Background: an optimization exercise with open tools, aiming at small area, a short achievable clock period and few clock cycles. Do not read the settings as production practice.
In this exercise RTL edits were held to simulation tests only and were not proved equivalent to the original.
No activity file was given, so power comes from the tool's default toggle rates.

$ cat flow/config.mk
export PLATFORM = sky130hd
export DESIGN_NAME = ofdmtx_enc
export DESIGN_NICKNAME = ofdmtx_enc
export VERILOG_FILES = /design/flow/design.v
export SDC_FILE = /design/flow/constraint.sdc
export NUM_CORES = 4
export LEC_CHECK = 0
export CAP_MARGIN = 20
export CORE_MARGIN = 2
export CORE_UTILIZATION = 40
export SLEW_MARGIN = 20
$ cat flow/constraint.sdc
create_clock -name core_clock -period 20.0 [get_ports {clk}]
set_input_delay 4.0000 -clock core_clock [delete_from_list [all_inputs] [get_ports {clk}]]
set_output_delay 4.0000 -clock core_clock [all_outputs]
set_load 0.01 [all_outputs]
$ cat flow/design.v
module ofdmtx_enc (
    input  wire        clk,
    input  wire        rst,
    input  wire        start_valid,
    output wire        start_ready,
    input  wire [7:0]  cfg_rb,      
    input  wire [11:0] cfg_len,     
    input  wire [6:0]  cfg_seed,    
    input  wire        in_valid,
    output wire        in_ready,
    input  wire [7:0]  in_data,
    output wire        out_valid,
    input  wire        out_ready,
    output wire [5:0]  out_data,
    output wire        out_last,
    output wire        out_err
);
    function [2:0] cost;
        input [1:0] code;
        case (code)
            2'd0: cost = 3'd1;
            2'd1: cost = 3'd2;
            2'd2: cost = 3'd4;
            default: cost = 3'd6;
        endcase
    endfunction
    localparam [1:0] F_IDLE = 2'd0, F_DEC = 2'd1, F_FILL = 2'd2, F_ERR = 2'd3;
    reg [1:0]   fstate;
    reg [7:0]   f_rb;
    reg [11:0]  f_rem;       
    reg [6:0]   scr;         
    reg         f_tdone;     
    reg         f_first;     
    reg [4:0]   f_row;       
    reg [5:0]   hist;        
    reg         full;        
    reg         full_last;   
    reg         full_err;    
    reg         ch_q;        
    reg         sr_q;        
    reg         ir_q;        
    reg         bv;          
    reg [7:0]   bd;
    reg [149:0] R;
    reg         r_act, r_err, r_last;
    reg [3:0]   f_g;         
    reg [3:0]   r_g;         
    reg [3:0]   r_c;         
    reg [4:0]   r_q;         
    reg [1:0]   r_blk;
    reg [3:0]   r_sc;
    reg [2:0]   r_d;         
    reg         r_sh;        
    reg         o_v, o_last, o_err;
    reg [5:0]   o_d;
    reg         k_v, k_last, k_err;
    reg [5:0]   k_d;
    assign start_ready = sr_q;
    assign in_ready    = ir_q;
    assign out_valid   = o_v;
    assign out_data    = o_d;
    assign out_last    = o_last;
    assign out_err     = o_err;
    reg [7:0] scr_bits;
    reg [6:0] scr8;
    integer k;
    always @* begin
        scr8 = scr;
        for (k = 0; k < 8; k = k + 1) begin
            scr_bits[k] = scr8[6] ^ scr8[3];
            scr8 = {scr8[5:0], scr8[6] ^ scr8[3]};
        end
    end
    wire rem0     = (f_rem == 12'd0);
    wire rem1     = (f_rem == 12'd1);
    wire row_svc  = f_first && (f_row[4:1] == 4'd0);
    wire row_pay  = !row_svc && !rem0;
    wire row_tail = !row_svc && rem0 && !f_tdone;
    wire [7:0] wbyte = row_pay  ? (scr_bits ^ bd) :
                       row_tail ? {scr_bits[7:6], 6'd0} : scr_bits;
    wire [4:0] f_ncm1 = f_g[3] ? 5'd17 : f_g[2] ? 5'd11 : f_g[1] ? 5'd8 : f_g[0] ? 5'd5 : 5'd2;
    wire row_lastc = (f_row == f_ncm1);
    wire f_s2 = f_g[2], f_s3 = f_g[3];      
    wire filling = (fstate == F_FILL) && !full && ch_q && (!r_act || r_err || !k_v);
    wire wr      = filling && (!row_pay || bv);
    wire pop     = filling && row_pay && bv;
    wire [4:0] g_total = {2'b00, cost(f_rb[1:0])} + {2'b00, cost(f_rb[3:2])}
                       + {2'b00, cost(f_rb[5:4])} + {2'b00, cost(f_rb[7:6])};
    wire g_ok = (g_total == 5'd4) || (g_total == 5'd8) || (g_total == 5'd12) ||
                (g_total == 5'd16) || (g_total == 5'd24);
    reg [17:0] V;
    reg [5:0]  N;
    integer r;
    always @* begin
        for (r = 0; r < 18; r = r + 1)
            V[r] = R[8*r+6] ^ R[8*r+4] ^ R[8*r+3] ^ R[8*r] ^
                   (r_c[0] ? R[8*r+5] : R[8*r+1]);
        for (r = 0; r < 6; r = r + 1)
            N[r] = r_c[0] ? (R[8*r+7] ^ R[8*r+5] ^ R[8*r+4] ^ R[8*r+2] ^ R[8*r+1])
                          : (R[8*r+6] ^ R[8*r+5] ^ R[8*r+4] ^ R[8*r+3] ^ R[8*r]);
    end
    wire [4:0] r_ncol = r_g[3] ? 5'd18 : r_g[2] ? 5'd12 : r_g[1] ? 5'd9 : r_g[0] ? 5'd6 : 5'd3;
    reg [1:0] r_cm3, ncm3;    
    always @* begin
        case (r_c)
            4'd0, 4'd3, 4'd6, 4'd9, 4'd12, 4'd15: begin r_cm3 = 2'd0; ncm3 = 2'd1; end
            4'd1, 4'd4, 4'd7, 4'd10, 4'd13:       begin r_cm3 = 2'd1; ncm3 = 2'd2; end
            default:                              begin r_cm3 = 2'd2; ncm3 = 2'd0; end
        endcase
    end
    reg [23:0] U;
    always @* begin
        U = {6'd0, V};
        if (r_g[0]) U[11:6]  = N;
        if (r_g[1]) U[14:9]  = N;
        if (r_g[2]) U[17:12] = N;
        if (r_g[3]) U[23:18] = N;
    end
    function [5:0] perm6;
        input [5:0] x;
        input s2, s3, odd;
        input [1:0] m3;
        begin
            perm6 = x;
            if (s2 && odd) perm6 = {x[4], x[5], x[2], x[3], x[0], x[1]};
            if (s3) case (m3)
                2'd1: perm6 = {x[3], x[5], x[4], x[0], x[2], x[1]};
                2'd2: perm6 = {x[4], x[3], x[5], x[1], x[0], x[2]};
                default: ;
            endcase
        end
    endfunction
    wire [1:0] qg = (r_q >= 5'd12) ? 2'd2 : (r_q >= 5'd6) ? 2'd1 : 2'd0;
    wire [4:0] q6 = r_q - {1'b0, qg, 2'b00} - {2'b00, qg, 1'b0};
    wire [2:0] qm = q6[2:0];
    wire [5:0] lo = U[6*qg +: 6];
    wire [5:0] hi = U[6*qg + 6 +: 6];
    wire hi_next = (r_g[2] && qg == 2'd1) || (r_g[3] && qg == 2'd2);
    wire [5:0] lop = perm6(lo, r_g[2], r_g[3], r_c[0], r_cm3);
    wire [5:0] hip = perm6(hi, r_g[2], r_g[3], hi_next ? !r_c[0] : r_c[0], hi_next ? ncm3 : r_cm3);
    wire [11:0] W  = {hip, lop} >> qm;
    wire [5:0] beat_d = W[5:0] & {{2{r_d[2] & r_d[1]}}, {2{r_d[2]}}, !r_d[0], 1'b1};
    wire sym_end   = (r_blk == 2'd3) && (r_sc == 4'd11);
    wire beat_last = r_err || (r_last && sym_end);
    wire produce   = r_act && !k_v;
    wire done      = produce && (r_err || sym_end);
    wire pickup    = full && (!r_act || done);
    wire shift     = produce && r_sh;
    wire [4:0] qd      = r_q + {2'b00, r_d};
    wire       xcol    = (qd >= r_ncol);
    wire [4:0] q_adv   = xcol ? qd - r_ncol : qd;
    wire [3:0] c_adv   = xcol ? r_c + 4'd1 : r_c;
    wire [1:0] blk_n1  = r_blk + 2'd1;
    wire [2:0] d_adv   = (r_sc == 4'd11) ? cost(f_rb[2*blk_n1 +: 2]) : r_d;
    wire [4:0] qd_adv  = q_adv + {2'b00, d_adv};
    wire       sh_adv  = (qd_adv >= r_ncol) && c_adv[0] && (c_adv != 4'd15);
    wire       r_act_n = pickup || (r_act && !done);
    wire [4:0] r_q_n   = pickup ? 5'd0 : (produce && !r_err) ? q_adv : r_q;
    wire [3:0] r_c_n   = pickup ? 4'd0 : (produce && !r_err) ? c_adv : r_c;
    reg [1:0] fstate_n;
    reg       full_n;
    always @* begin
        fstate_n = fstate;
        full_n   = full;
        case (fstate)
            F_IDLE: if (start_valid && sr_q) fstate_n = F_DEC;
            F_DEC:  fstate_n = g_ok ? F_FILL : F_ERR;
            F_FILL: if (wr && row_lastc) begin
                full_n = 1'b1;
                if (f_tdone || row_tail) fstate_n = F_IDLE;
            end
            default: if (!full) begin
                full_n   = 1'b1;
                fstate_n = F_IDLE;
            end
        endcase
        if (pickup) full_n = 1'b0;
    end
    wire       dec       = (fstate == F_DEC);
    wire       s2_n      = pickup ? f_s2 : r_g[2];
    wire       rdy_n     = !r_act_n || (pickup ? full_err : r_err);
    wire       c15_n     = (r_c_n == 4'd15);
    wire [4:0] row0      = dec ? 5'd0 : f_row;
    wire       first0    = dec || f_first;
    wire       pay0      = !(first0 && row0[4:1] == 4'd0) && !dec && !rem0;
    wire       chase_n   = rdy_n || (c15_n && (r_q_n >= 5'd2 + {4'd0, s2_n}));
    wire       k_v_n     = o_v && !out_ready && (k_v || produce);
    wire       mv_n      = rdy_n || !k_v_n;
    wire       ir0       = (fstate_n == F_FILL) && !full_n && chase_n && mv_n && pay0;    
    wire [4:0] row1      = f_row + 5'd1;
    wire       pay1      = !(f_first && row1[4:1] == 4'd0) && (row_pay ? !rem1 : !rem0);
    wire       ir1       = !row_lastc && chase_n && mv_n && pay1;
    wire       bv_n      = (bv && !pop) || (in_valid && ir_q);
    always @(posedge clk)
        if (shift || (wr && f_row == 5'd0))
            R[5:0] <= shift ? R[6:1] : (f_first ? 6'd0 : hist);
    genvar gr;
    generate
        for (gr = 0; gr < 18; gr = gr + 1) begin : g_row
            wire [8:0] up = (gr == 17) ? {1'b0, R[6+8*gr +: 8]} : R[6+8*gr +: 9];
            always @(posedge clk)
                if (shift || (wr && f_row == gr))
                    R[6+8*gr +: 8] <= shift ? up[8:1] : wbyte;
        end
    endgenerate
    always @(posedge clk) begin
        if (rst) begin
            fstate <= F_IDLE;
            full   <= 1'b0;
            sr_q   <= 1'b1;
            ir_q   <= 1'b1;
            bv     <= 1'b0;
            ch_q   <= 1'b0;
            r_act  <= 1'b0;
            o_v    <= 1'b0;
            k_v    <= 1'b0;
        end else begin
            fstate <= fstate_n;
            full   <= full_n;
            sr_q   <= (fstate_n == F_IDLE) && !full_n && (rdy_n || c15_n);
            ch_q   <= chase_n;
            bv     <= bv_n;
            ir_q   <= !bv_n || (wr ? ir1 : ir0);
            r_act  <= r_act_n;
            if (!o_v || out_ready) begin
                if (k_v) begin
                    o_v <= 1'b1;
                    k_v <= 1'b0;
                end else begin
                    o_v <= produce;
                end
            end else if (produce) begin
                k_v <= 1'b1;
            end
        end
        if (!o_v || out_ready) begin
            if (k_v) begin
                o_d <= k_d; o_last <= k_last; o_err <= k_err;
            end else begin
                o_d <= beat_d & {6{!r_err}}; o_last <= beat_last; o_err <= r_err;
            end
        end
        if (produce) begin
            k_d <= beat_d & {6{!r_err}}; k_last <= beat_last; k_err <= r_err;
        end
        if (!bv || pop) bd <= in_data;
        if (fstate == F_IDLE && !full && (!r_act || r_err || r_c == 4'd15)) begin    
            f_rb  <= cfg_rb;
            f_rem <= cfg_len;
            scr   <= cfg_seed;
        end
        if (fstate == F_DEC) begin
            f_g       <= {g_total == 5'd24, g_total == 5'd16, g_total == 5'd12, g_total == 5'd8};
            f_tdone   <= 1'b0;
            f_first   <= 1'b1;
            f_row     <= 5'd0;
            full_err  <= !g_ok;
            full_last <= 1'b1;
        end
        if (wr) begin
            scr <= scr8;
            if (row_pay) f_rem <= f_rem - 12'd1;
            if (row_tail) f_tdone <= 1'b1;
            if (row_lastc) begin
                f_row     <= 5'd0;
                f_first   <= 1'b0;
                hist      <= wbyte[7:2];
                full_last <= f_tdone || row_tail;
            end else begin
                f_row <= f_row + 5'd1;
            end
        end
        if (pickup) begin
            r_err  <= full_err;
            r_last <= full_last;
            r_g    <= f_g;
            r_blk  <= 2'd0;
            r_sc   <= 4'd0;
            r_d    <= cost(f_rb[1:0]);
            r_sh   <= 1'b0;
        end else if (produce && !r_err) begin
            r_d  <= d_adv;
            r_sh <= sh_adv;
            if (r_sc == 4'd11) begin
                r_sc  <= 4'd0;
                r_blk <= blk_n1;
            end else begin
                r_sc <= r_sc + 4'd1;
            end
        end
        r_q <= r_q_n;
        r_c <= r_c_n;
    end
endmodule
$ cat flow/flow/run.sh
#!/bin/bash
# The standard layout (the standard.sh: standard synthesis, then ORFS to
# finish), with ORFS's own setup repair asked to leave a slack margin, so that
# its sizing passes also shorten the paths that already meet the 20 ns clock.
# The clock, the constraints and every other step are the standard ones.
set -euo pipefail
bash standard.sh SETUP_SLACK_MARGIN=15.0 finish > standard_finish.log 2>&1
$ cat flow/standard.sh
#!/bin/bash
# synth_recipe.tcl (not shown) runs the flow's synth.tcl, then flattens the netlist and writes it again
# the make line also repeats each setting of config.mk as NAME=value (left out here)
make -C /OpenROAD-flow-scripts/flow DESIGN_CONFIG=/design/flow/config.mk WORK_HOME=/design/flow/orfs CLKGATE_MAP_FILE= SYNTH_SCRIPT=/design/flow/synth_recipe.tcl "${@:-finish}"
==> results of run 1 <==
## registers in the layout, indices dropped and copies added, names as in the netlist, 2 cells and up
signal and cells:
r_sc 4, R 150, bd 8, r_g 4
r_c 4, f_g 4, r_cm3 2, hist 6
o_d 6, f_rb 8, r_blk 2, fstate 2
f_row 5, k_d 6, f_rem 12, r_d 3
r_q 5, scr 7
## synth_stat cells (16+ instances only)
library cell / count
a211oi_1: 19
a21o_1: 64
a21oi_1: 56
buf_2: 16
clkbuf_1: 51
dfxtp_1: 49
edfxtp_1: 209
ha_1: 42
inv_1: 62
mux2i_1: 30
nand2_1: 130
nand2b_1: 21
nand3_1: 37
nor2_1: 92
nor3_1: 37
o21a_1: 95
o21ai_0: 48
xnor2_1: 72
xor2_1: 24
## power groups by stage
| stage | Sequential, W | Clock, W | Combinational (W) |
|---|---|---|---|
| final | 0.000912 | 0.000542 | 0.00192 |
| after floorplan | 0.000889 | 0 | 0.00145 |
| after global placement | 0.000922 | 0 | 0.00188 |
| after CTS | 0.000912 | 0.000556 | 0.00193 |
| after detailed placement | 0.000922 | 0 | 0.00192 |
| after global routing | 0.000925 | 0.000575 | 0.00213 |
## how the worst max path moves through the flow
| stage | startpoint | to | slack (ns) |
|---|---|---|---|
| 2_1_floorplan | out_ready | ir_q | 15.04 |
| 5_1_grt | o_d[0] | out_data[0] | 14.90 |
| 6_report | o_d[0] | out_data[0] | 14.95 |
| 3_5_place_dp | out_ready | ir_q | 14.46 |
| 3_3_place_gp | out_ready | ir_q | 14.49 |
| 4_1_cts | o_d[0] | out_data[0] | 14.91 |
## routing by layer
metal  up-vias  track usage [%]  share of wire [%]
met2       257             30.1                 47
li1       5125                -                  -
met4         0             4.93                2.0
met1      5225             25.6                 47
met5         -                0                  0
met3        54             2.30                4.4
## final cells by class
type,instances,area share [%]
Clock buffer,41,5.07
Clock inverter,15,0.781
Inverter,63,1.41
Multi-Input combinational cell,990,42.5
Sequential cell,258,43.2
Tap cell,468,3.48
Timing Repair Buffer,68,3.56
## kinds of logic after synthesis
logic type	Yosys count
AO/OA/AOI/OAI	386
XOR/XNOR	113
adder cells (fa/ha/maj)	51
buffers and inverters	141
flip-flops	258
multiplexers	45
AND/OR/NAND/NOR	395
## repair_timing
| item | CTS | global route |
|---|---|---|
| pin swaps | 0 | 1 |
| gates resized for setup | 50 | 3 |
| setup buffers | 1 | 2 |
| endpoints found under the setup margin | 12 | 13 |
## per-stage QoR
step	setup slack, ns	hold slack [ns]	std cells
floorplan	15.04	0.409	1389
global placement	14.49	0.442	1844
detailed placement	14.46	0.445	1844
CTS	14.91	0.459	1901
global route	14.90	0.466	1903
finish	14.95	0.454	1903
==> run notes, run 1 <==
status complete, no violations; syn nets 1480; Final Hold Fails 0; mux share of post-synthesis cell area 3.46%; most frequent cells in the layout 209 x edfxtp_1, 128 x nand2_1, 95 x o21a_1; post-synth top area share 42.0%; Pwr Total 0.00337 W; XOR/XNOR Fraction of Synth Area 8.07%; Leak 6.43 nW; Starting Density 40.7%; FFs w/ async S/R, synth 0%; Peak VDD IR 140 uV; Max Clk Rate 198 MHz; TritonCTS buffer count 30; Final HPWL DP 24400 um; Final Core Density 45.8%; Synth Register Bits 258; die area 38900 um^2; global route overflow 0; CP endpoint kind output port; Switching Power 0.00142 W; Sequential Area 7260 um^2; Synth Area in Adders 4.72%; Crit path largest cell delay 0.36 ns; Pint 0.00195 W; DR DRC count 0; min-delay worst type flop to flop; register area share after synthesis 48.5%; CP top delay family flip-flops; CTS tree yes; vias per cell 5.60; number of DRC markers in iteration 0 729; Design Area, Final 16800 um^2; cell row count 70; WL final 35800 um; global-route wire length before repair 56900 um; area occupied by multi-input gates 7150 um^2; prevailing post-synth register cell edfxtp_1; largest family of logic cells by synthesized area compound AO/OA/AOI/OAI gates; Power Dens Cells 201 nW/um^2; H-tree depth 1; synthesized area 15000 um^2; CTS root buffer clkbuf_16; vias in the first global route 10500; Vias 10700; DRT Pass-1 Iters 7; top cells by area, synth edfxtp_1 42%, dfxtp_1 6.6%, o21a_1 4.8%, xnor2_1 4.2%, ha_1 3.5%; routability cong. 0.882; Net Sw Frac 42.2%; Slew Limit Headroom 27.3%; commonest non-fill, non-tap cell in the layout edfxtp_1; WP depth 1; Synth Warn # 1; CTS max path bufs 3; sequential share of power 27.1%; R2R cell count 23; core region area 36700 um^2; hold path endpoint r_last; Final Setup Violations 0; worst endpoint required time 16.00 ns; Slew @ Worst Pin 1.07 ns; post-synth cell types 95; # IOs 51; Fin Setup TNS 0 ns; RSZ-0062 raised after global routing yes; CP cell instances buf_2; initial antenna violation count 0; n_diodes 0; clk latency of the worst-skew pair 0.56 ns; Die W 197 um; area grow syn2layout 12.5%; clock network fraction of design power 16.1%; Worst Clk Skew 0.0190 ns; Total GRT Usage 18.3%; crit path max fanout 1; Die Span Y 197 um; critical path arrival 1.05 ns; Max-cap violations 0; FF-to-FF setup slack 15.28 ns; CP startpoint kind flop; antenna viol nets, final 0; CTS sink cnt 258; RR Startpoint r_d[0]; worst reg2reg endpoint r_sh; Synth Instances 1389; pin count of the biggest net entering global routing 67; hold path depth 0; per-cell routed wire length 18.8 um; HP Start full_last; Placement Cell Area 15800 um^2; critical path type flop to output port; share of layout cells above drive strength 1 10.4%; Post-CTS Hold Fix Bufs 0; Final min period 5.05 ns; Worst-path clk slew 0.05 ns; Tcrit/Tclk final 25.2%; Simple-Gate Fraction of Synth Area 12.6%; CP bufs+invs 1; EDFF count, synth 209; PortBufs 50; max-slew violations 0; combinational share of power 56.9%; Syn Area/Cell 10.8 um^2; nets@finish 1502; post-synth top area cell edfxtp_1; CP max-delay cell edfxtp_1; Synth Area in Compound Gates 18.7%; Fillers 3343
Testbench counts, summed over its fixed seeds: cycles 75,348.
==> run 2, diff against run 1 <==
--- a/flow/config.mk
+++ b/flow/config.mk
@@ -8,4 +8,6 @@
 export CAP_MARGIN = 20
 export CORE_MARGIN = 2
 export CORE_UTILIZATION = 40
+export CTS_CLUSTER_DIAMETER = 60
+export CTS_CLUSTER_SIZE = 30
 export SLEW_MARGIN = 20
==> run notes, run 2 <==
Worst Clk Skew 0.0338 ns (+0.0148 ns); nets@finish 1499 (-0.20%); cell row count 70 (unchanged); # IOs 51 (unchanged); number of DRC markers in iteration 0 764 (+4.8%); Placed Cells 1844 (unchanged); Max Clk Rate 198 MHz (about the same); WL final 35800 um (-0.10%); area occupied by multi-input gates 7150 um^2 (unchanged); CP max-delay cell edfxtp_1; Worst-path clk slew 0.06 ns (about the same); clk latency of the worst-skew pair 0.56 ns (about the same); Final Setup Violations 0 (unchanged); post-synth cell types 95 (unchanged); FFs w/ async S/R, synth 0% (unchanged); Fillers 3334 (-0.27%); Starting Density 40.7% (unchanged); RR Startpoint r_d[0]; Slew @ Worst Pin 1.10 ns (+0.0288 ns); max-slew violations 0 (unchanged); Die W 197 um (unchanged); per-cell routed wire length 18.9 um (+0.27%); DR DRC count 0 (unchanged); synthesized area 15000 um^2 (unchanged); Final HPWL DP 24400 um (unchanged); Tcrit/Tclk final 25.3% (about the same); Vias 10700 (-0.038%); CP endpoint kind output port; CTS tree yes; Pwr Total 0.00338 W (+0.22%); CTS sink cnt 258 (unchanged); prevailing post-synth register cell edfxtp_1; CP bufs+invs 1 (unchanged); Largest Register R; n_diodes 0 (unchanged); hold path endpoint r_last; DRT Pass-1 Iters 7 (unchanged); min-delay worst type flop to flop; worst reg2reg endpoint r_sh; critical path arrival 1.05 ns (about the same); mux share of post-synthesis cell area 3.46% (unchanged); H-tree depth 1 (unchanged); Synth Area in Compound Gates 18.7% (unchanged); Synth Register Bits 258 (unchanged); Final min period 5.05 ns (+0.000400 ns); R2R cell count 24 (+4.3%); XOR/XNOR Fraction of Synth Area 8.07% (unchanged); vias per cell 5.62 (+0.33%); post-synth top area cell edfxtp_1; die area 38900 um^2 (unchanged); crit path max fanout 1 (unchanged); Fin Setup TNS 0 ns (unchanged); Largest regs R x150, f_rem x12; status complete, no violations; global route overflow 0 (unchanged); CTS max path bufs 3 (unchanged); pin count of the biggest net entering global routing 67 (unchanged); area grow syn2layout 12.5% (about the same); global-route wire length before repair 56700 um (-0.25%); CP cell instances buf_2; Final Hold Fails 0 (unchanged); CP startpoint kind flop; share of layout cells above drive strength 1 10.6% (+0.19 points); Post-CTS Hold Fix Bufs 0 (unchanged); Die Span Y 197 um (unchanged); routability cong. 0.882 (unchanged); commonest non-fill, non-tap cell in the layout edfxtp_1; TritonCTS buffer count 27 (-10%); most common cell in the netlist edfxtp_1; Largest register FFs 150 (unchanged); Non-Filler Instances 1896 (-0.37%); Max-cap violations 0 (unchanged); Simple-Gate Fraction of Synth Area 12.6% (unchanged); Syn Area/Cell 10.8 um^2 (unchanged); syn nets 1480 (unchanged); critical path type flop to output port; Sequential Area 7260 um^2 (unchanged); FF-to-FF setup slack 15.33 ns (+0.05 ns); hold path depth 0 (unchanged); RSZ-0062 raised after global routing yes; post-synth top area share 42.0% (unchanged); CP top delay family flip-flops; Synth Instances 1389 (unchanged); Crit path largest cell delay 0.37 ns (about the same); HP Start full_last; Peak VDD IR 143 uV (+2.6%); largest family of logic cells by synthesized area compound AO/OA/AOI/OAI gates; antenna viol nets, final 0 (unchanged); PortBufs 50 (unchanged); register area share after synthesis 48.5% (unchanged); vias in the first global route 10400 (-0.54%); CTS root buffer clkbuf_16; most frequent cells in the layout 209 x edfxtp_1, 128 x nand2_1, 95 x o21a_1; Total GRT Usage 18.3% (-0.067 points); Slew Limit Headroom 25.3% (-2.0 points); core region area 36700 um^2 (unchanged); Synth top cells by count 209 x edfxtp_1, 130 x nand2_1, 95 x o21a_1; Power Dens Cells 201 nW/um^2 (+0.27%); EDFF count, synth 209 (unchanged); Leak 6.42 nW (about the same); worst endpoint required time 16.00 ns (about the same); Synth Warn # 1 (unchanged); top cells by area, synth edfxtp_1 42%, dfxtp_1 6.6%, o21a_1 4.8%, xnor2_1 4.2%, ha_1 3.5%; Synth Area in Adders 4.72% (unchanged); initial antenna violation count 0 (unchanged)
run 2: cell count changes in the layout (fill, tap and decap cells not counted), sizes merged:
cell	change
clkbuf	-11
inv	+5
clkinv	-2
bufinv	+1
run 2: how the worst max path moves through the flow:
stage,from,to,slack (ns),cells past startpoint
finish,o_d[0],out_data[0],14.95,1
global route,o_d[0],out_data[0],14.92,1
CTS,o_d[0],out_data[0],14.92,1
detailed placement,out_ready,ir_q,14.46,7
global placement,out_ready,ir_q,14.49,7
floorplan,out_ready,ir_q,15.04,6
run 2: logic make-up (layout without fill, tap and decap cells):
kind of cell | Yosys count | count (layout)
multiplexers | 45 | 45
AND/OR/NAND/NOR | 395 | 395
buffers and inverters | 141 | 180
XOR/XNOR | 113 | 113
flip-flops | 258 | 258
AO/OA/AOI/OAI | 386 | 386
adder cells (fa/ha/maj) | 51 | 51
run 2: area by class of cell:
class                      count  share of cell area (%)
timing repair buffer          68                    3.56
clock inverter                19                    1.47
tap                          468                    3.48
clock buffer                  30                    4.34
multi-input combinational    990                    42.5
inverter                      63                    1.41
sequential                   258                    43.2
run 2: power by group:
| part | total [W] | switching (W) | internal, W |
|---|---|---|---|
| logic | 0.00192 | 0.00112 | 0.000796 |
| clock network | 0.000548 | 0.000236 | 0.000311 |
| registers | 0.000912 | 0.0000820 | 0.000830 |
| total | 0.00338 | 0.00144 | 0.00194 |
run 2: per-stage QoR:
step	worst slack (ns)	hold WS, ns	utilization [%]	instance area, um^2
after floorplan	15.04	0.409	-	15000
after global placement	14.49	0.442	43.2	15800
after detailed placement	14.46	0.445	43.2	15800
after CTS	14.92	0.457	45.7	16800
after global routing	14.92	0.464	45.8	16800
final	14.95	0.457	45.8	16800
run 2: routing by layer:
metal  up-vias  global-route usage, %  part of all wire [%]
li1       5116                      -                     -
met1      5194                   25.5                    46
met2       289                   30.2                    47
met3        58                   2.19                   4.6
met4         0                   4.79                   2.2
met5         -                      0                     0
run 2: what timing repair did:
| action | 4_1_cts | 5_1_grt |
|---|---|---|
| gates resized for setup | 49 | 4 |
| pin swaps | 0 | 1 |
| buffers inserted | 1 | 2 |
| setup endpoints to repair | 12 | 12 |
==> run 3, diff against run 2 <==
==> flow/run.sh (new file) <==
#!/bin/bash
# synth_recipe.tcl (not shown) runs the flow's synth.tcl, then flattens the netlist and writes it again
# the make line also repeats each setting of config.mk as NAME=value (left out here)
make -C /OpenROAD-flow-scripts/flow DESIGN_CONFIG=/design/flow/config.mk WORK_HOME=/design/flow/orfs CLKGATE_MAP_FILE= SYNTH_SCRIPT=/design/flow/synth_recipe.tcl finish
--- a/flow/config.mk
+++ b/flow/config.mk
@@ -8,6 +8,4 @@
 export CAP_MARGIN = 20
 export CORE_MARGIN = 2
 export CORE_UTILIZATION = 40
-export CTS_CLUSTER_DIAMETER = 60
-export CTS_CLUSTER_SIZE = 30
 export SLEW_MARGIN = 20
removed: flow/flow/run.sh
removed: flow/standard.sh
==> run notes, run 3 <==
EDFF count, synth 209 (unchanged); DR DRC count 0 (unchanged); CTS sink cnt 258 (unchanged); share of layout cells above drive strength 1 9.02% (-1.6 points); Peak VDD IR 92.8 uV (-35%); Syn Area/Cell 10.8 um^2 (unchanged); FFs w/ async S/R, synth 0% (unchanged); Synth Warn # 1 (unchanged); CTS max path bufs 3 (unchanged); post-synth top area cell edfxtp_1; PnR worst setup slack 14.51 ns (-0.444 ns); Switching Power 0.00143 W (-0.64%); CP startpoint kind flop; pre-CTS WS 14.08 ns (-0.374 ns); Largest register FFs 150 (unchanged); die area 38900 um^2 (unchanged); nets@finish 1500 (+0.067%); CP max-delay cell clkdlybuf4s50_1; crit path max fanout 2 (+1); n_diodes 0 (unchanged); top cells by area, synth edfxtp_1 42%, dfxtp_1 6.6%, o21a_1 4.8%, xnor2_1 4.2%, ha_1 3.5%; CP endpoint kind output port; hold path endpoint r_last; most frequent cells in the layout 209 x edfxtp_1, 129 x nand2_1, 95 x o21a_1; antenna viol nets, final 0 (unchanged); FF-to-FF setup slack 14.93 ns (-0.40 ns); initial antenna violation count 0 (unchanged); Final HPWL DP 24300 um (-0.48%); Die W 197 um (unchanged); status complete, no violations; PortBufs 50 (unchanged); Leak 6.38 nW (-0.60%); # IOs 51 (unchanged); cts repair resizes 0 (-100%); clk latency of the worst-skew pair 0.56 ns (about the same); Final Setup Violations 0 (unchanged); Slew Limit Headroom 26.2% (+0.88 points); RR Startpoint r_g[3]; sequential share of power 27.1% (about the same); Synth top cells by count 209 x edfxtp_1, 130 x nand2_1, 95 x o21a_1; vias in the first global route 10500 (+0.54%); WHS 0.451 ns (-0.00575 ns); RSZ-0062 raised after global routing no; Synth Area in Adders 4.72% (unchanged); R2R cell count 24 (unchanged); Power Dens Cells 201 nW/um^2 (about the same); routability cong. 0.886 (+0.51%); prevailing post-synth register cell edfxtp_1; Net Sw Frac 42.5% (-0.20 points); Post-CTS Setup Inserts 0 (-1); largest family of logic cells by synthesized area compound AO/OA/AOI/OAI gates; register area share after synthesis 48.5% (unchanged); H-tree depth 1 (unchanged); Simple-Gate Fraction of Synth Area 12.6% (unchanged); global-route wire length before repair 57000 um (+0.43%); Final Core Density 45.8% (-0.061 points); Tcrit/Tclk final 27.5% (+2.2 points); most common cell in the netlist edfxtp_1; combinational share of power 57.1% (+0.3 points); Worst-path clk slew 0.05 ns (about the same); Crit path largest cell delay 0.59 ns (+0.22 ns); Synth Area in Compound Gates 18.7% (unchanged); Final Hold Fails 0 (unchanged); Synth Register Bits 258 (unchanged); CP top delay family buffers and inverters; Design Area, Final 16800 um^2 (-0.13%); post-synth cell types 95 (unchanged); per-cell routed wire length 18.8 um (-0.24%); max-slew violations 0 (unchanged); Starting Density 40.7% (unchanged); Largest Register R; Max Clk Rate 182 MHz (-8.1%); area grow syn2layout 12.3%; Final min period 5.49 ns (+0.444 ns); DRT Pass-1 Iters 7 (unchanged); critical path arrival 1.49 ns (+0.44 ns); worst endpoint required time 16.00 ns (about the same); Vias 10600 (-0.65%); hold path depth 0 (unchanged); worst reg2reg endpoint r_sh; CTS tree yes; Synth Instances 1389 (unchanged); critical path type flop to output port; syn nets 1480 (unchanged); Fillers 3379 (+1.3%); Die Span Y 197 um (unchanged); WL final 35700 um (-0.13%); CP bufs+invs 1 (unchanged); Post-CTS Hold Fix Bufs 0 (unchanged); CTS root buffer clkbuf_16; Worst Clk Skew 0.0156 ns (-0.0182 ns); Total GRT Usage 18.3% (+0.087 points); XOR/XNOR Fraction of Synth Area 8.07% (unchanged); CP cell instances clkdlybuf4s50_1; global route overflow 0 (unchanged); synthesized area 15000 um^2 (unchanged); cell row count 70 (unchanged); Fin Setup TNS 0 ns (unchanged); core region area 36700 um^2 (unchanged); TritonCTS buffer count 29 (+7.4%); number of DRC markers in iteration 0 642 (-16%); Max-cap violations 0 (unchanged); Pint 0.00194 W (+0.16%); mux share of post-synthesis cell area 3.46% (unchanged); min-delay worst type flop to flop; vias per cell 5.58 (-0.75%); clock network fraction of design power 15.9% (-0.3 points); Slew @ Worst Pin 1.11 ns (+0.00419 ns); Placement Cell Area 15800 um^2 (about the same); pin count of the biggest net entering global routing 71 (+6.0%); commonest non-fill, non-tap cell in the layout edfxtp_1; Largest regs R x150, f_rem x12; HP Start full_last; post-synth top area share 42.0% (unchanged)
[run 3: cell counts after synthesis]
No cell type changed its count.
[run 3: metal layers]
layer | share of wire (%) | global-route usage (%)
met1 | 47 | 25.5
met2 | 47 | 30.6
met3 | 4.1 | 2.08
met4 | 2.1 | 4.71
met5 | 0 | 0
[run 3: worst max-delay path by stage]
stage / cells after the start / slack [ns] / start / to
final: 1 / 14.51 / ir_q / in_ready
after CTS: 1 / 14.50 / ir_q / in_ready
after global placement: 7 / 14.10 / out_ready / ir_q
after global routing: 24 / 14.41 / r_g[3] / r_sh
after detailed placement: 7 / 14.08 / out_ready / ir_q
after floorplan: 6 / 14.82 / out_ready / ir_q
[run 3: cell families (layout without fill, tap and decap cells)]
family | count (synthesis) | in the layout
adder cells (fa/ha/maj) | 51 | 51
multiplexers | 45 | 45
XOR/XNOR | 113 | 113
flip-flops | 258 | 258
AND/OR/NAND/NOR | 395 | 395
AO/OA/AOI/OAI | 386 | 386
buffers and inverters | 141 | 182
[run 3: power groups by stage]
stage | Sequential, W | Clock (W) | Combinational (W)
finish | 0.000913 | 0.000536 | 0.00193
global route | 0.000924 | 0.000566 | 0.00213
CTS | 0.000912 | 0.000545 | 0.00193
detailed placement | 0.000922 | 0 | 0.00192
global placement | 0.000921 | 0 | 0.00188
floorplan | 0.000889 | 0 | 0.00145
[run 3: stage by stage]
stage | power, W | std cells
after global placement | 0.00280 | 1846
after global routing | 0.00362 | 1898
final | 0.00337 | 1898
after CTS | 0.00339 | 1898
after detailed placement | 0.00285 | 1846
after floorplan | 0.00234 | 1389
[run 3: area by class of cell]
class	count	area (um^2)	share of cell area, %
Clock buffer	32	747	4.45
Clock inverter	20	200	1.19
Multi-Input combinational cell	990	7130	42.5
Sequential cell	258	7260	43.2
Inverter	63	236	1.41
Timing Repair Buffer	67	628	3.74
Tap cell	468	586	3.49
==> run 4, diff against run 3 <==
==> flow/flow/run.sh (new file) <==
#!/bin/bash
# The standard layout (the standard.sh: standard synthesis, then ORFS to
# finish), with two changes to how it is made:
#  - ORFS's own setup repair is asked to leave a slack margin, so that its
#    sizing passes also shorten the paths that already meet the 20 ns clock;
#  - the port buffers that buffer_ports inserts on every input and output are
#    plain buf_1 cells rather than the default pick (a delay buffer).
# The clock, the constraints and every other step are the standard ones.
set -euo pipefail
bash standard.sh SETUP_SLACK_MARGIN=15.0 "BUFFER_PORTS_ARGS=-buffer_cell sky130_fd_sc_hd__buf_1" finish > standard_finish.log 2>&1
==> flow/standard.sh (new file) <==
#!/bin/bash
# synth_recipe.tcl (not shown) runs the flow's synth.tcl, then flattens the netlist and writes it again
# the make line also repeats each setting of config.mk as NAME=value (left out here)
make -C /OpenROAD-flow-scripts/flow DESIGN_CONFIG=/design/flow/config.mk WORK_HOME=/design/flow/orfs CLKGATE_MAP_FILE= SYNTH_SCRIPT=/design/flow/synth_recipe.tcl "${@:-finish}"
--- a/flow/config.mk
+++ b/flow/config.mk
@@ -8,4 +8,6 @@
 export CAP_MARGIN = 20
 export CORE_MARGIN = 2
 export CORE_UTILIZATION = 40
+export CTS_CLUSTER_DIAMETER = 70
+export CTS_CLUSTER_SIZE = 35
 export SLEW_MARGIN = 20
removed: flow/run.sh
==> run notes, run 4 <==
status complete, no violations; Die Span Y 197 um (unchanged); synthesized area 15000 um^2 (unchanged); CTS max path bufs 3 (unchanged); Synth Register Bits 258 (unchanged); worst endpoint required time 16.00 ns (about the same); WL final 35300 um (-1.3%); CTS sink cnt 258 (unchanged); most frequent cells in the layout 209 x edfxtp_1, 128 x nand2_1, 95 x o21a_1; DRT Pass-1 Iters 5 (-2); global-route wire length before repair 56400 um (-1.0%); prevailing post-synth register cell edfxtp_1; clk latency of the worst-skew pair 0.54 ns (-0.02 ns); Largest register FFs 150 (unchanged); vias in the first global route 10300 (-2.2%); Max-cap violations 0 (unchanged); Largest Register R; routability cong. 0.870 (-1.9%); Slew Limit Headroom 24.6% (-1.6 points); min-delay worst type flop to flop; PortBufs 50 (unchanged); Tcrit/Tclk final 25.2% (-2.3 points); pin count of the biggest net entering global routing 73 (+2.8%); commonest non-fill, non-tap cell in the layout edfxtp_1; crit path max fanout 1 (-1); CP startpoint kind flop; CP max-delay cell edfxtp_1; top cells by area, synth edfxtp_1 42%, dfxtp_1 6.6%, o21a_1 4.8%, xnor2_1 4.2%, ha_1 3.5%; CP bufs+invs 1 (unchanged); FFs w/ async S/R, synth 0% (unchanged); Starting Density 40.7% (unchanged); Synth top cells by count 209 x edfxtp_1, 130 x nand2_1, 95 x o21a_1; core region area 36700 um^2 (unchanged); mux share of post-synthesis cell area 3.46% (unchanged); n_diodes 0 (unchanged); Die W 197 um (unchanged); Fillers 3381 (+0.059%); Peak VDD IR 140 uV (+51%); DR DRC count 0 (unchanged); Synth Area in Adders 4.72% (unchanged); number of DRC markers in iteration 0 832 (+30%); Power Dens Cells 200 nW/um^2 (-0.34%); area grow syn2layout 9.63%; Design Area, Final 16400 um^2 (-2.4%); Final Core Density 44.7% (-1.1 points); Total GRT Usage 18.1% (-0.20 points); RSZ-0062 raised after global routing yes; critical path arrival 1.03 ns (-0.46 ns); Crit path largest cell delay 0.38 ns (-0.21 ns); # IOs 51 (unchanged); Simple-Gate Fraction of Synth Area 12.6% (unchanged); critical path type flop to output port; largest family of logic cells by synthesized area compound AO/OA/AOI/OAI gates; post-synth top area share 42.0% (unchanged); Placement Cell Area 15500 um^2 (-2.0%); Final HPWL DP 24300 um (+0.14%); TritonCTS buffer count 20 (-31%); EDFF count, synth 209 (unchanged); Final min period 5.03 ns (-0.462 ns); CTS tree yes; Slew @ Worst Pin 1.11 ns (+0.00671 ns); H-tree depth 1 (unchanged); Worst Clk Skew 0.0354 ns (+0.0198 ns); Worst-path clk slew 0.09 ns (+0.04 ns); antenna viol nets, final 0 (unchanged); Post-CTS Hold Fix Bufs 0 (unchanged); Leak 6.22 nW (-2.6%); initial antenna violation count 0 (unchanged); Synth Instances 1389 (unchanged); Non-Filler Instances 1887 (-0.58%); syn nets 1480 (unchanged); Pwr Total 0.00328 W (-2.7%); Synth Warn # 1 (unchanged); Max Clk Rate 199 MHz (+9.2%); Fin Setup TNS 0 ns (unchanged); Synth Area in Compound Gates 18.7% (unchanged); most common cell in the netlist edfxtp_1; share of layout cells above drive strength 1 10.0% (+0.99 points); max-slew violations 0 (unchanged); post-synth top area cell edfxtp_1; CP endpoint kind output port; XOR/XNOR Fraction of Synth Area 8.07% (unchanged); post-synth cell types 95 (unchanged); Final Setup Violations 0 (unchanged); nets@finish 1496 (-0.27%); vias per cell 5.58 (about the same); Vias 10500 (-0.54%); global route overflow 0 (unchanged); Placed Cells 1844 (-0.11%); Final Hold Fails 0 (unchanged); Syn Area/Cell 10.8 um^2 (unchanged); CP cell instances clkbuf_2; cell row count 70 (unchanged); CTS root buffer clkbuf_16; per-cell routed wire length 18.7 um (-0.70%); CP top delay family flip-flops; Largest regs R x150, f_rem x12; die area 38900 um^2 (unchanged); register area share after synthesis 48.5% (unchanged)
## run 4: routing by layer
metal / share of wire, % / vias to the layer above / GRT usage [%]
met5: 0 / - / 0
met3: 4.3 / 31 / 2.10
li1: - / 5122 / -
met1: 48 / 5140 / 26.5
met2: 46 / 238 / 29.0
met4: 1.6 / 0 / 4.18
## run 4: timing repair
item	in CTS	in global routing
resized for setup	8	11
pin swaps	0	1
gates cloned	0	0
endpoints found under the setup margin	12	12
setup buffers	2	5
## run 4: worst paths after layout
path | start | end | slack [ns] | cells after the start
worst max-delay path | o_last | out_last | 14.97 | 1
worst min-delay path | full_last | r_last | 0.43 | 0
worst max register to register | r_d[0] | r_sh | 15.26 | 23
worst min register to register | full_last | r_last | 0.43 | 0
## run 4: area by class of cell
type	instances	area, um^2	area share (%)
Tap cell	468	586	3.57
Multi-Input combinational cell	990	7150	43.6
Clock inverter	14	238	1.45
Sequential cell	258	7260	44.3
Clock buffer	22	529	3.23
Inverter	63	240	1.47
Timing Repair Buffer	72	384	2.34
## run 4: cells by family after synthesis
kind of cell	Yosys count
and+or+nand+nor	395
adders and majority gates	51
DFF	258
buffers and inverters	141
xor gates and xnor gates	113
muxes	45
AOI/OAI and AO/OA	386
## run 4: report_power, final
group          internal, W  total (W)  switching (W)
logic             0.000795    0.00192        0.00112
clock network     0.000216   0.000453       0.000237
registers         0.000829   0.000911      0.0000824
## run 4: per-stage QoR
| stage | setup slack (ns) | hold WS, ns |
|---|---|---|
| finish | 14.97 | 0.426 |
| global route | 14.92 | 0.448 |
| floorplan | 15.04 | 0.409 |
| detailed placement | 14.81 | 0.421 |
| global placement | 14.82 | 0.427 |
| CTS | 14.94 | 0.429 |
==> run 5, diff against run 4 <==
--- a/flow/config.mk
+++ b/flow/config.mk
@@ -8,6 +8,6 @@
 export CAP_MARGIN = 20
 export CORE_MARGIN = 2
 export CORE_UTILIZATION = 40
-export CTS_CLUSTER_DIAMETER = 70
-export CTS_CLUSTER_SIZE = 35
+export CTS_CLUSTER_DIAMETER = 80
+export CTS_CLUSTER_SIZE = 40
 export SLEW_MARGIN = 20
==> run notes, run 5 <==
CTS sink cnt 258 (unchanged); DRT Pass-1 Iters 5 (unchanged); Synth Warn # 1 (unchanged); die area 38900 um^2 (unchanged); global-route wire length before repair 56100 um (-0.51%); Max-cap violations 0 (unchanged); prevailing post-synth register cell edfxtp_1; Synth Register Bits 258 (unchanged); initial antenna violation count 0 (unchanged); max-slew violations 0 (unchanged); min-delay worst type flop to flop; WL final 35300 um (+0.13%); Final HPWL DP 24300 um (unchanged); most common cell in the netlist edfxtp_1; # IOs 51 (unchanged); nets@finish 1488 (-0.53%); Power Dens Cells 199 nW/um^2 (-0.86%); R2R cell count 23 (unchanged); Total GRT Usage 18.1% (-0.050 points); CP startpoint kind flop; Placement Cell Area 15500 um^2 (unchanged); vias in the first global route 10200 (-0.68%); CP endpoint kind output port; XOR/XNOR Fraction of Synth Area 8.07% (unchanged); clk latency of the worst-skew pair 0.52 ns (-0.02 ns); Synth Area in Compound Gates 18.7% (unchanged); synthesized area 15000 um^2 (unchanged); mux share of post-synthesis cell area 3.46% (unchanged); Leak 6.11 nW (-1.7%); RSZ-0062 raised after global routing yes; commonest non-fill, non-tap cell in the layout edfxtp_1; routability cong. 0.870 (unchanged); Vias 10500 (-0.31%); EDFF count, synth 209 (unchanged); Largest regs R x150, f_rem x12; post-synth top area cell edfxtp_1; pin count of the biggest net entering global routing 73 (unchanged); core region area 36700 um^2 (unchanged); Synth Instances 1389 (unchanged); worst reg2reg endpoint r_sh; Synth top cells by count 209 x edfxtp_1, 130 x nand2_1, 95 x o21a_1; register area share after synthesis 48.5% (unchanged); CP startpoint o_last; worst endpoint required time 16.00 ns (about the same); largest family of logic cells by synthesized area compound AO/OA/AOI/OAI gates; Max Clk Rate 199 MHz (+0.19%); FFs w/ async S/R, synth 0% (unchanged); CTS max path bufs 3 (unchanged); Syn Area/Cell 10.8 um^2 (unchanged); Die Span Y 197 um (unchanged); CP top delay family flip-flops; n_diodes 0 (unchanged); status complete, no violations; Fillers 3412 (+0.92%); critical path endpoint out_last; Die W 197 um (unchanged); PortBufs 50 (unchanged); CP max-delay cell edfxtp_1; antenna viol nets, final 0 (unchanged); share of layout cells above drive strength 1 9.31% (-0.70 points); Starting Density 40.7% (unchanged); Worst Clk Skew 0.0412 ns (+0.00577 ns); vias per cell 5.60 (+0.32%); Worst-path clk slew 0.10 ns (about the same); Synth Area in Adders 4.72% (unchanged); WP depth 1 (unchanged); top cells by area, synth edfxtp_1 42%, dfxtp_1 6.6%, o21a_1 4.8%, xnor2_1 4.2%, ha_1 3.5%; Slew @ Worst Pin 1.06 ns (-0.0552 ns); Sequential Area 7260 um^2 (unchanged); number of DRC markers in iteration 0 832 (unchanged); Fin Setup TNS 0 ns (unchanged); FF-to-FF setup slack 15.27 ns (about the same); Slew Limit Headroom 29.4% (+4.9 points); cell row count 70 (unchanged); CTS root buffer clkbuf_16; Crit path largest cell delay 0.38 ns (about the same); H-tree depth 1 (unchanged); Largest register FFs 150 (unchanged); post-synth cell types 95 (unchanged); Post-CTS Hold Fix Bufs 0 (unchanged); crit path max fanout 1 (unchanged); Tcrit/Tclk final 25.1% (-0.046 points); Peak VDD IR 142 uV (+0.91%); area occupied by multi-input gates 7150 um^2 (about the same); DR DRC count 0 (unchanged); Largest Register R; Design Area, Final 16200 um^2 (-1.5%); Final min period 5.02 ns (-0.00930 ns); CP bufs+invs 1 (unchanged); RR Startpoint r_d[0]; Final Setup Violations 0 (unchanged); global route overflow 0 (unchanged); area grow syn2layout 8.03%; CTS tree yes; post-synth top area share 42.0% (unchanged); per-cell routed wire length 18.8 um (+0.77%); Final Hold Fails 0 (unchanged); HP Start full_last; syn nets 1480 (unchanged); most frequent cells in the layout 209 x edfxtp_1, 128 x nand2_1, 95 x o21a_1; critical path arrival 1.02 ns (about the same); critical path type flop to output port; TritonCTS buffer count 16 (-20%); CP cell instances clkbuf_2; Simple-Gate Fraction of Synth Area 12.6% (unchanged)
-- run 5: changes by cell type in the layout (fill, tap and decap cells not counted), moves of 2 or more --
cell	before	now
clkinv_2	0	4
clkinv_8	3	1
clkbuf_16	21	17
buf_4	22	18
-- run 5: what timing repair did --
| action | 4_1_cts | 5_1_grt |
|---|---|---|
| endpoints found under the setup margin | 12 | 11 |
| pin swaps | 0 | 1 |
| cloned | 0 | 0 |
| gates resized for setup | 8 | 12 |
| buffers inserted | 2 | 1 |
-- run 5: logic make-up (layout without fill, tap and decap cells) --
family          count (synthesis)  count (layout)
fa+ha+maj                      51              51
simple gates                  395             395
compound gates                386             386
buf+inv                       141             159
mux                            45              45
xor+xnor                      113             113
flops                         258             258
-- run 5: through the flow --
step	setup WS, ns	util (%)	power, W	hold WS, ns	cells
finish	14.98	44.0	0.00321	0.436	1875
global route	14.94	44.0	0.00347	0.452	1875
CTS	14.96	43.9	0.00321	0.434	1874
detailed placement	14.81	42.3	0.00283	0.421	1844
global placement	14.82	42.3	0.00278	0.427	1844
floorplan	15.04	-	0.00234	0.409	1389
-- run 5: power by group --
group	leakage (nW)	total [W]	switching, W	internal [W]
clock	0.276	0.000376	0.000207	0.000169
sequential	2.34	0.000912	0.0000829	0.000829
combinational	3.50	0.00192	0.00113	0.000794
total	6.11	0.00321	0.00142	0.00179
-- run 5: layer usage --
metal / global-route usage [%] / up-vias / part of all wire (%)
met1: 26.5 / 5152 / 48
met4: 3.90 / 0 / 1.8
li1: - / 5090 / -
met5: 0 / - / 0
met3: 2.13 / 38 / 4.3
met2: 28.8 / 218 / 46
-- run 5: cell type report --
class                           count  area share (%)
Timing Repair Buffer               68            2.15
Multi-Input combinational cell    990            44.3
Inverter                           63            1.47
Sequential cell                   258            45.0
Tap cell                          468            3.63
Clock buffer                       17            2.63
Clock inverter                     11           0.852
-- run 5: how the worst min path moves through the flow --
stage               cells after the start  slack [ns]  endpoint
floorplan                               0        0.41    r_last
global placement                        0        0.43    r_last
detailed placement                      0        0.42    r_last
CTS                                     0        0.43    r_last
finish                                  0        0.44    r_last
global route                            0        0.45    r_last
==> run 6, diff against run 5 <==
--- a/flow/design.v
+++ b/flow/design.v
@@ -50,7 +50,6 @@
     reg [1:0]   r_blk;
     reg [3:0]   r_sc;
     reg [2:0]   r_d;         
-    reg         r_sh;        
     reg         o_v, o_last, o_err;
     reg [5:0]   o_d;
     reg         k_v, k_last, k_err;
@@ -145,15 +144,13 @@
     wire produce   = r_act && !k_v;
     wire done      = produce && (r_err || sym_end);
     wire pickup    = full && (!r_act || done);
-    wire shift     = produce && r_sh;
     wire [4:0] qd      = r_q + {2'b00, r_d};
     wire       xcol    = (qd >= r_ncol);
     wire [4:0] q_adv   = xcol ? qd - r_ncol : qd;
     wire [3:0] c_adv   = xcol ? r_c + 4'd1 : r_c;
     wire [1:0] blk_n1  = r_blk + 2'd1;
     wire [2:0] d_adv   = (r_sc == 4'd11) ? cost(f_rb[2*blk_n1 +: 2]) : r_d;
-    wire [4:0] qd_adv  = q_adv + {2'b00, d_adv};
-    wire       sh_adv  = (qd_adv >= r_ncol) && c_adv[0] && (c_adv != 4'd15);
+    wire       shift   = produce && !r_err && xcol && r_c[0] && (r_c != 4'd15);
     wire       r_act_n = pickup || (r_act && !done);
     wire [4:0] r_q_n   = pickup ? 5'd0 : (produce && !r_err) ? q_adv : r_q;
     wire [3:0] r_c_n   = pickup ? 4'd0 : (produce && !r_err) ? c_adv : r_c;
@@ -277,10 +274,8 @@
             r_blk  <= 2'd0;
             r_sc   <= 4'd0;
             r_d    <= cost(f_rb[1:0]);
-            r_sh   <= 1'b0;
         end else if (produce && !r_err) begin
             r_d  <= d_adv;
-            r_sh <= sh_adv;
             if (r_sc == 4'd11) begin
                 r_sc  <= 4'd0;
                 r_blk <= blk_n1;
--- a/flow/config.mk
+++ b/flow/config.mk
@@ -8,6 +8,6 @@
 export CAP_MARGIN = 20
 export CORE_MARGIN = 2
 export CORE_UTILIZATION = 40
-export CTS_CLUSTER_DIAMETER = 80
+export CTS_CLUSTER_DIAMETER = 60
 export CTS_CLUSTER_SIZE = 40
 export SLEW_MARGIN = 20
==> run notes, run 6 <==
Starting Density 40.3% (-0.46 points); Largest register FFs 150 (unchanged); area occupied by multi-input gates 6930 um^2 (-3.2%); Synth Area in Compound Gates 14.6% (-4.1 points); Vias 10300 (-1.9%); critical path type flop to output port; die area 38100 um^2 (-2.0%); Max Clk Rate 198 MHz (-0.67%); # IOs 51 (unchanged); number of DRC markers in iteration 0 732 (-12%); Final min period 5.06 ns (+0.0338 ns); core region area 36300 um^2 (-0.95%); Worst-path clk slew 0.09 ns (about the same); mux share of post-synthesis cell area 4.20% (+0.74 points); hold path endpoint r_last; Worst Clk Skew 0.0175 ns (-0.0237 ns); cell row count 70 (unchanged); max-slew violations 0 (unchanged); Power Dens Cells 185 nW/um^2 (-6.8%); FF-to-FF setup slack 15.27 ns (about the same); Synth Warn # 1 (unchanged); status complete, no violations; FFs w/ async S/R, synth 0% (unchanged); largest family of logic cells by synthesized area simple AND/OR/NAND/NOR gates; Fin Setup TNS 0 ns (unchanged); pin count of the biggest net entering global routing 71 (-2.7%); Synth Instances 1378 (-0.79%); per-cell routed wire length 18.5 um (-1.9%); CP max-delay cell edfxtp_1; crit path max fanout 1 (unchanged); PortBufs 50 (unchanged); clk latency of the worst-skew pair 0.55 ns (+0.03 ns); Die W 195 um (-1.0%); share of layout cells above drive strength 1 9.41% (+0.10 points); initial antenna violation count 0 (unchanged); CP bufs+invs 1 (unchanged); CTS root buffer clkbuf_16; critical path arrival 1.06 ns (+0.04 ns); hold path depth 0 (unchanged); most frequent cells in the layout 257 x nor2_1, 209 x edfxtp_1, 110 x nand2_1; routability cong. 0.856 (-1.6%); Final Hold Fails 0 (unchanged); Slew @ Worst Pin 1.09 ns (+0.0345 ns); HP Start full_last; H-tree depth 1 (unchanged); Die Span Y 195 um (-1.0%); post-synth cell types 87 (-8.4%); min-delay worst type flop to flop; CP top delay family flip-flops; synthesized area 14600 um^2 (-2.1%); global-route wire length before repair 55500 um (-1.1%); commonest non-fill, non-tap cell in the layout nor2_1; Final Core Density 44.2% (+0.22 points); CP startpoint kind flop; vias per cell 5.48 (-2.2%); WL final 34800 um (-1.6%); Peak VDD IR 110 uV (-22%); Largest Register R; Synth Area in Adders 4.00% (-0.72 points); n_diodes 0 (unchanged); CTS sink cnt 257 (-0.39%); prevailing post-synth register cell edfxtp_1; Tcrit/Tclk final 25.3% (+0.17 points); most common cell in the netlist nor2_1; Slew Limit Headroom 26.4% (-3.1 points); post-synth top area cell edfxtp_1; CP endpoint kind output port; WP depth 1 (unchanged); Simple-Gate Fraction of Synth Area 15.1% (+2.5 points); Synth top cells by count 257 x nor2_1, 209 x edfxtp_1, 110 x nand2_1; vias in the first global route 10200 (-0.22%); GRT met1 Usage 25.3% (-1.3 points); worst endpoint required time 16.00 ns (about the same); post-synth top area share 42.9% (+0.89 points); RSZ-0062 raised after global routing yes; EDFF count, synth 209 (unchanged); Final HPWL DP 23900 um (-1.7%); Total GRT Usage 18.1% (+0.050 points); top cells by area, synth edfxtp_1 43%, nor2_1 6.6%, dfxtp_1 6.6%, xnor3_1 4.0%, a21o_1 3.6%; CTS max path bufs 3 (unchanged); Largest regs R x150, f_rem x12; area grow syn2layout 9.81%; syn nets 1460 (-1.4%); global route overflow 0 (unchanged); Top Usage Layer GRT met2; DRT Pass-1 Iters 7 (+2); DR DRC count 0 (unchanged); R2R cell count 15 (-35%); antenna viol nets, final 0 (unchanged); CTS tree yes; Final Setup Violations 0 (unchanged); Synth Register Bits 257 (-0.39%); Pwr Total 0.00298 W (-7.2%); Syn Area/Cell 10.6 um^2 (-1.3%); CP cell instances clkbuf_2; routing usage on met2 30.5% (+1.7 points); grt met3 use 2.04% (-0.096 points); Leak 6.36 nW (+4.0%); Crit path largest cell delay 0.37 ns (about the same); WHS 0.464 ns (+0.0284 ns); nets@finish 1478 (-0.67%); register area share after synthesis 49.4% (+0.89 points); Max-cap violations 0 (unchanged); Sequential Area 7240 um^2 (-0.24%); XOR/XNOR Fraction of Synth Area 9.30% (+1.2 points); Fillers 3421 (+0.26%); worst reg2reg endpoint o_d[1]; TritonCTS buffer count 23 (+7); RR Startpoint r_q[3]
[run 6: cell count changes in the layout (fill, tap and decap cells not counted), sizes merged, moves of 9 or more]
cell,before,now
inv,67,56
a21oi,59,35
nand3,37,25
xnor3,14,26
nor2,94,259
nand2,130,110
a211oi,23,14
xnor2,75,57
nor3,38,23
o21a,95,3
[run 6: repair_timing]
item,4_1_cts,5_1_grt
hold buffers,0,0
setup buffers,1,0
pin swaps,0,0
gates resized for setup,9,10
endpoints found under the setup margin,11,37
[run 6: worst max path at each step]
stage / startpoint / end / slack [ns]
final: o_err / out_err / 14.94
after global routing: o_err / out_err / 14.88
after CTS: o_d[5] / out_data[5] / 14.92
after detailed placement: out_ready / ir_q / 14.85
after global placement: out_ready / ir_q / 14.87
after floorplan: out_ready / ir_q / 15.06
[run 6: area by class of cell]
| class | count | share of cell area [%] |
|---|---|---|
| sequential | 257 | 45.1 |
| multi-input combinational | 998 | 43.1 |
| tap | 468 | 3.64 |
| clock buffer | 23 | 3.58 |
| timing repair buffer | 68 | 2.21 |
| clock inverter | 19 | 1.31 |
| inverter | 48 | 1.12 |
[run 6: cells by family after synthesis]
kind of cell,count (synthesis)
adder cells (fa/ha/maj),42
multiplexers,55
flip-flops,257
buffers and inverters,123
AO/OA/AOI/OAI,288
AND/OR/NAND/NOR,504
XOR/XNOR,109
[run 6: layer usage]
| metal | vias to the layer above | wire length (um) |
|---|---|---|
| met2 | 254 | 16600 |
| met5 | - | 0 |
| li1 | 5005 | - |
| met4 | 0 | 515 |
| met3 | 32 | 1580 |
| met1 | 5012 | 16100 |
[run 6: metrics by stage]
step                cells  instance area, um^2  worst slack [ns]
floorplan            1378                14600             15.06
global placement     1837                15200             14.87
detailed placement   1838                15200             14.85
CTS                  1881                16100             14.92
global route         1881                16100             14.88
finish               1881                16100             14.94
[run 6: report_power, final]
group | total [W] | leakage [nW] | switching [W] | internal [W]
Sequential | 0.000898 | 2.33 | 0.0000698 | 0.000828
Clock | 0.000462 | 0.376 | 0.000234 | 0.000228
Combinational | 0.00162 | 3.65 | 0.000990 | 0.000626
Testbench counts of run 6, summed over its fixed seeds: cycles 75,348.
==> run 7, diff against run 6 <==
--- a/flow/config.mk
+++ b/flow/config.mk
@@ -8,6 +8,6 @@
 export CAP_MARGIN = 20
 export CORE_MARGIN = 2
 export CORE_UTILIZATION = 40
-export CTS_CLUSTER_DIAMETER = 60
-export CTS_CLUSTER_SIZE = 40
+export CTS_CLUSTER_DIAMETER = 70
+export CTS_CLUSTER_SIZE = 35
 export SLEW_MARGIN = 20
==> run notes, run 7 <==
Largest register FFs 150 (unchanged); post-synth top area share 42.9% (unchanged); length of routed met2 wiring 16700 um (+0.52%); cell row count 70 (unchanged); DR DRC count 0 (unchanged); CP cell instances clkbuf_2; Synth Register Bits 257 (unchanged); Largest Register R; Syn Area/Cell 10.6 um^2 (unchanged); wire length on met1 16200 um (+0.44%); critical path type flop to output port; vias per cell 5.50 (+0.49%); nets@finish 1472 (-0.41%); TritonCTS buffer count 17 (-26%); worst endpoint required time 16.00 ns (about the same); global-route wire length before repair 55300 um (-0.25%); vias in the first global route 10000 (-1.4%); CP bufs+invs 1 (unchanged); top cells by area, synth edfxtp_1 43%, nor2_1 6.6%, dfxtp_1 6.6%, xnor3_1 4.0%, a21o_1 3.6%; Total GRT Usage 18.1% (-0.078 points); post-synth top area cell edfxtp_1; most common cell in the netlist nor2_1; Final min period 5.03 ns (-0.0276 ns); Final Setup Violations 0 (unchanged); Fillers 3434 (+0.38%); share of layout cells above drive strength 1 8.71% (-0.70 points); Synth top cells by count 257 x nor2_1, 209 x edfxtp_1, 110 x nand2_1; Vias 10300 (-0.16%); Tcrit/Tclk final 25.1% (-0.14 points); Worst Clk Skew 0.0264 ns (+0.00888 ns); most frequent cells in the layout 257 x nor2_1, 209 x edfxtp_1, 110 x nand2_1; Fin Setup TNS 0 ns (unchanged); WL final 34500 um (-0.70%); number of DRC markers in iteration 0 767 (+4.8%); crit path max fanout 1 (unchanged); core region area 36300 um^2 (unchanged); post-synth cell types 87 (unchanged); initial antenna violation count 0 (unchanged); syn nets 1460 (unchanged); Peak VDD IR 111 uV (+0.86%); antenna viol nets, final 0 (unchanged); Post-CTS Hold Fix Bufs 0 (unchanged); H-tree depth 1 (unchanged); DR top layer met4; Final Hold Fails 0 (unchanged); Starting Density 40.3% (unchanged); PortBufs 50 (unchanged); synthesized area 14600 um^2 (unchanged); area grow syn2layout 8.39%; clk latency of the worst-skew pair 0.53 ns (-0.02 ns); Die W 195 um (unchanged); critical path arrival 1.03 ns (-0.03 ns); Synth Instances 1378 (unchanged); CTS root buffer clkbuf_16; n_diodes 0 (unchanged); min-delay worst type flop to flop; CTS tree yes; Power Dens Cells 183 nW/um^2 (-1.3%); status complete, no violations; Max-cap violations 0 (unchanged); EDFF count, synth 209 (unchanged); max-slew violations 0 (unchanged); # IOs 51 (unchanged); pin count of the biggest net entering global routing 71 (unchanged); register area share after synthesis 49.4% (unchanged); Max Clk Rate 199 MHz (+0.55%); die area 38100 um^2 (unchanged); Final HPWL DP 23900 um (unchanged); Die Span Y 195 um (unchanged); CP startpoint kind flop; routability cong. 0.856 (unchanged); Synth Warn # 1 (unchanged); per-cell routed wire length 18.5 um (about the same); FFs w/ async S/R, synth 0% (unchanged); Slew Limit Headroom 24.5% (-1.9 points); Worst-path clk slew 0.10 ns (about the same); CP top delay family flip-flops; Met3 Wirelength 1220 um (-23%); commonest non-fill, non-tap cell in the layout nor2_1; global route overflow 0 (unchanged); Crit path largest cell delay 0.38 ns (about the same); CTS sink cnt 257 (unchanged); Leak 6.26 nW (-1.5%); Final Core Density 43.7% (-0.57 points); CTS max path bufs 3 (unchanged); Slew @ Worst Pin 1.12 ns (+0.0275 ns); prevailing post-synth register cell edfxtp_1; DRT Pass-1 Iters 5 (-2); CP endpoint kind output port; RSZ-0062 raised after global routing yes; Largest regs R x150, f_rem x12; CP max-delay cell edfxtp_1
[run 7: cell counts after synthesis]
Identical to the previous run, type by type.
[run 7: per-layer routing]
metal,GRT usage [%],vias up
li1,-,4988
met4,3.85,0
met1,25.4,5068
met5,0,-
met3,1.81,34
met2,30.4,197
[run 7: worst register-to-register path: stages, from the launching register on]
cell and delay, ns:
dfxtp_1 0.52, nand3b_1 0.16, a21o_1 0.56, inv_1 0.32
nand2_1 0.18, o21ai_0 0.19, a21oi_1 0.26, inv_1 0.06
ha_1 0.31, nand2b_1 0.46, mux2i_1 0.25, o221a_1 0.28
a221o_1 0.25, mux2i_1 0.11, a22o_1 0.26, mux2_2 0.26
[run 7: final timing paths]
path / startpoint / endpoint / slack, ns / depth (start not counted)
max: o_err / out_err / 14.97 / 1
min: full_last / r_last / 0.47 / 0
max reg2reg: r_q[3] / o_d[1] / 15.31 / 15
min reg2reg: full_last / r_last / 0.47 / 0
[run 7: what timing repair did]
item / in CTS / in global routing
endpoints found under the setup margin: 11 / 37
endpoints found under the hold margin: 0 / 0
gates resized for setup: 8 / 11
buffers inserted: 1 / 0
[run 7: logic make-up after synthesis]
family / share of synthesized area (%)
DFF: 49.4
AOI/OAI and AO/OA: 14.6
adders and majority gates: 4.00
xor gates and xnor gates: 9.30
muxes: 4.20
buffers and inverters: 3.39
and+or+nand+nor: 15.1
[run 7: area by class of cell]
type,instances,area (um^2),area share (%)
inverters,48,180,1.14
clock inverters,13,153,0.962
multi-input cells,998,6930,43.6
well taps,468,586,3.69
flip-flops and latches,257,7240,45.7
repair buffers,68,355,2.24
clock buffers,17,425,2.68
[run 7: per-stage QoR]
step | std cells | setup slack [ns] | hold slack, ns | area [um^2] | power (W)
after floorplan | 1378 | 15.06 | 0.406 | 14600 | 0.00207
after detailed placement | 1838 | 14.85 | 0.462 | 15200 | 0.00252
after global routing | 1869 | 14.91 | 0.479 | 15900 | 0.00311
after CTS | 1869 | 14.95 | 0.480 | 15800 | 0.00291
after global placement | 1837 | 14.87 | 0.462 | 15200 | 0.00248
final | 1869 | 14.97 | 0.469 | 15900 | 0.00290
[run 7: where the power goes]
part,internal (W),leakage [nW],switching (W)
logic,0.000626,3.65,0.000991
clock network,0.000173,0.280,0.000212
registers,0.000828,2.33,0.0000697

## re-timing with driven ports
Ports are ideal in the flow. The routed layouts listed here were re-timed in OpenROAD. Step 1 assumes that a clkbuf_16 drives the clock port and a buf_2 every other input. Step 2 times the ports against the registers' clock, not the clock port: input delays grow and output delays shrink by t, the midpoint of the rising clock arrivals with the driver on. Three values: ideal ports, drivers, drivers and shift; two values: the first two.
run | t (ns) | setup WS [ns] | clock arrival spread, ns | cell pins on the clock port's net
run 1 | 0.603 | 14.950 / 14.899 / 14.518 | 0.019 / 0.019 | 1
run 2 | 0.595 | 14.950 / 14.897 / 14.508 | 0.034 / 0.034 | 1
run 3 | 0.609 | 14.506 / 14.453 / 14.087 | 0.016 / 0.015 | 1
run 4 | 0.574 | 14.968 / 14.913 / 14.789 | 0.037 / 0.036 | 1
run 5 | 0.558 | 14.977 / 14.921 / 14.795 | 0.042 / 0.042 | 1
run 6 | 0.597 | 14.943 / 14.892 / 14.869 | 0.017 / 0.018 | 1
run 7 | 0.563 | 14.971 / 14.920 / 14.875 | 0.027 / 0.026 | 1
After both steps setup and hold are still met in every run listed. The setup slack of run 2, which loses most, moves by -0.053 ns with the drivers and by -0.442 ns with both steps.
